This design comes from an exercise in tuning for small area, a short achievable clock period and few clock cycles on the open sky130 flow, not from production work.
The RTL was checked by simulation tests, not by an equivalence proof against the original design.
Power figures rest on the tool's default switching activity, not on a simulated workload.

Design bsac_lag, start of the top module:
module bsac_lag (
    input  wire        clk,
    input  wire        rst,
    input  wire        in_valid,
    output wire        in_ready,
    input  wire [31:0] in_data,
    input  wire [6:0]  in_min_period,
    output wire        out_valid,
    input  wire        out_ready,
    output wire [6:0]  out_lag,
    output wire [6:0]  out_best_lag,
    output wire [8:0]  out_best_value,
    output wire [8:0]  out_global_max,
    output wire        out_err
);
==> flow/config.mk <==
export PLATFORM = sky130hd
export DESIGN_NAME = bsac_lag
export DESIGN_NICKNAME = bsac_lag
export VERILOG_FILES = /design/flow/design.v
export SDC_FILE = /design/flow/constraint.sdc
export NUM_CORES = 4
export LEC_CHECK = 0
export ABC_AREA = 1
export CAP_MARGIN = 20
export CORE_MARGIN = 2
export CORE_UTILIZATION = 40
export PLACE_DENSITY = 0.6
export SETUP_SLACK_MARGIN = 5
export SLEW_MARGIN = 20
==> flow/constraint.sdc <==
create_clock -name core_clock -period 10.0 [get_ports {clk}]
set_input_delay 2.0000 -clock core_clock [delete_from_list [all_inputs] [get_ports {clk}]]
set_output_delay 2.0000 -clock core_clock [all_outputs]
set_load 0.01 [all_outputs]
standard.sh (not shown) runs the stock make flow with config.mk's settings and CLKGATE_MAP_FILE= SYNTH_SCRIPT=/design/flow/synth_recipe.tcl, a recipe that flattens the netlist after the stock synthesis.
==> flow/flow/run.sh <==
#!/bin/bash
# The standard layout (the standard.sh: ORFS from synthesis to the final
# layout, unchanged clock and constraints) with two changes to how it is made:
#  - each input and output port is buffered with sky130_fd_sc_hd__buf_4
#    instead of the flow's default buffer choice;
#  - timing repair aims for 7 ns of setup slack instead of 5 ns.
set -e
export BUFFER_PORTS_ARGS="-buffer_cell sky130_fd_sc_hd__buf_4"
sed 's/SETUP_SLACK_MARGIN=[0-9.]*/SETUP_SLACK_MARGIN=7/' standard.sh > standard_m.sh
bash standard_m.sh > standard.log 2>&1
Testbench counts at the start, summed over its fixed seeds: cycles 7,717.
==> next run, changes <==
--- a/flow/flow/run.sh
+++ b/flow/flow/run.sh
@@ -6 +6 @@
-#  - timing repair aims for 7 ns of setup slack instead of 5 ns.
+#  - timing repair aims for 6.5 ns of setup slack instead of 5 ns.
@@ -9 +9 @@
-sed 's/SETUP_SLACK_MARGIN=[0-9.]*/SETUP_SLACK_MARGIN=7/' standard.sh > standard_m.sh
+sed 's/SETUP_SLACK_MARGIN=[0-9.]*/SETUP_SLACK_MARGIN=6.5/' standard.sh > standard_m.sh
Result: Sequential share of layout area increases by 3.1 points; sequential cell count stays the same; clock-buffer cell count increases by 13; total power decreases by a few percent; setup slack got worse by 0.011 ns; design area decreases by a little under a tenth.


Setup of the previous run:
bsac_lag, a different RTL version from the one above (not shown whole).
Size in the first run: about 7200 cells after synthesis, about 1600 flip-flops, roughly 78 I/O pins, about 93000 um^2 of cells after synthesis.
export LEC_CHECK = 0
export CAP_MARGIN = 20
export CORE_MARGIN = 2
export CORE_UTILIZATION = 40
export PLACE_DENSITY = 0.6
export SETUP_SLACK_MARGIN = 5
export SLEW_MARGIN = 20
create_clock -name core_clock -period 10.0 [get_ports {clk}]
==> flow/flow/run.sh <==
#!/bin/bash
# The standard layout (the standard.sh: ORFS from synthesis to the final
# layout, unchanged clock and constraints) with two changes to how it is made:
#  - each input and output port is buffered with sky130_fd_sc_hd__buf_4
#    instead of the flow's default buffer choice;
#  - timing repair aims for 6.5 ns of setup slack instead of 5 ns.
set -e
export BUFFER_PORTS_ARGS="-buffer_cell sky130_fd_sc_hd__buf_4"
sed 's/SETUP_SLACK_MARGIN=[0-9.]*/SETUP_SLACK_MARGIN=6.5/' standard.sh > standard_m.sh
bash standard_m.sh > standard.log 2>&1
Testbench counts of the previous run, summed over its fixed seeds: cycles 7,717.
> inputs changed (the previous run -> the current run)
diff --git a/flow/config.mk b/flow/config.mk
--- a/flow/config.mk
+++ b/flow/config.mk
@@ -6,4 +6,5 @@
 export NUM_CORES = 4
 export LEC_CHECK = 0
+export ABC_AREA = 1
 export CAP_MARGIN = 20
 export CORE_MARGIN = 2
### Flow results
Multi-input gate area in the final layout (the current run vs. the previous run) increases slightly. Max worst setup slack across the previous run and the current run: the current run. Looking at leading cell type in the layout, fill and taps excluded, the sky130_fd_sc_hd__nand2_1 result is from the current run; the sky130_fd_sc_hd__fa_1 one comes from the previous run. [diff] clock power, the current run relative to the previous run: regression. Sequential share of layout area (higher): the previous run. Taking the previous run as the reference, in the current run static leakage went up, clock-buffer cell count went down, data arrival time of the critical path went down.

afterwards: timing with drivers on the ports:
Ports are ideal in the flow. The routed layouts listed here were re-timed in OpenROAD.
Step 1 assumes that a clkbuf_16 drives the clock port and a buf_2 every other input.
Step 2, shift: input delay + t, output delay - t, t = (earliest + latest rising clock arrival at the registers) / 2. This alone moves slack from input paths to output paths.
Three values: no drivers, after step 1, after step 2; two values: the first two.
| run | t (ns) | setup WS [ns] | worst hold slack (ns) | clock arrival spread, ns |
|---|---|---|---|---|
| the first run of note 1 | 0.916 | 6.564 / 6.479 / 6.223 | 0.322 / 0.322 / 0.322 | 0.073 / 0.073 |
| the second run of note 1 | 0.917 | 6.553 / 6.463 / 5.799 | 0.302 / 0.302 / 0.302 | 0.070 / 0.070 |
| the previous run | 0.893 | 6.308 / 6.308 / 5.851 | 0.326 / 0.326 / 0.326 | 0.058 / 0.058 |
| the current run | 0.919 | 6.545 / 6.457 / 5.763 | 0.306 / 0.306 / 0.306 | 0.069 / 0.068 |
After both steps setup and hold are still met in every run listed. The setup slack of the current run, which loses most, moves by -0.088 ns with the drivers and by -0.782 ns with both steps.
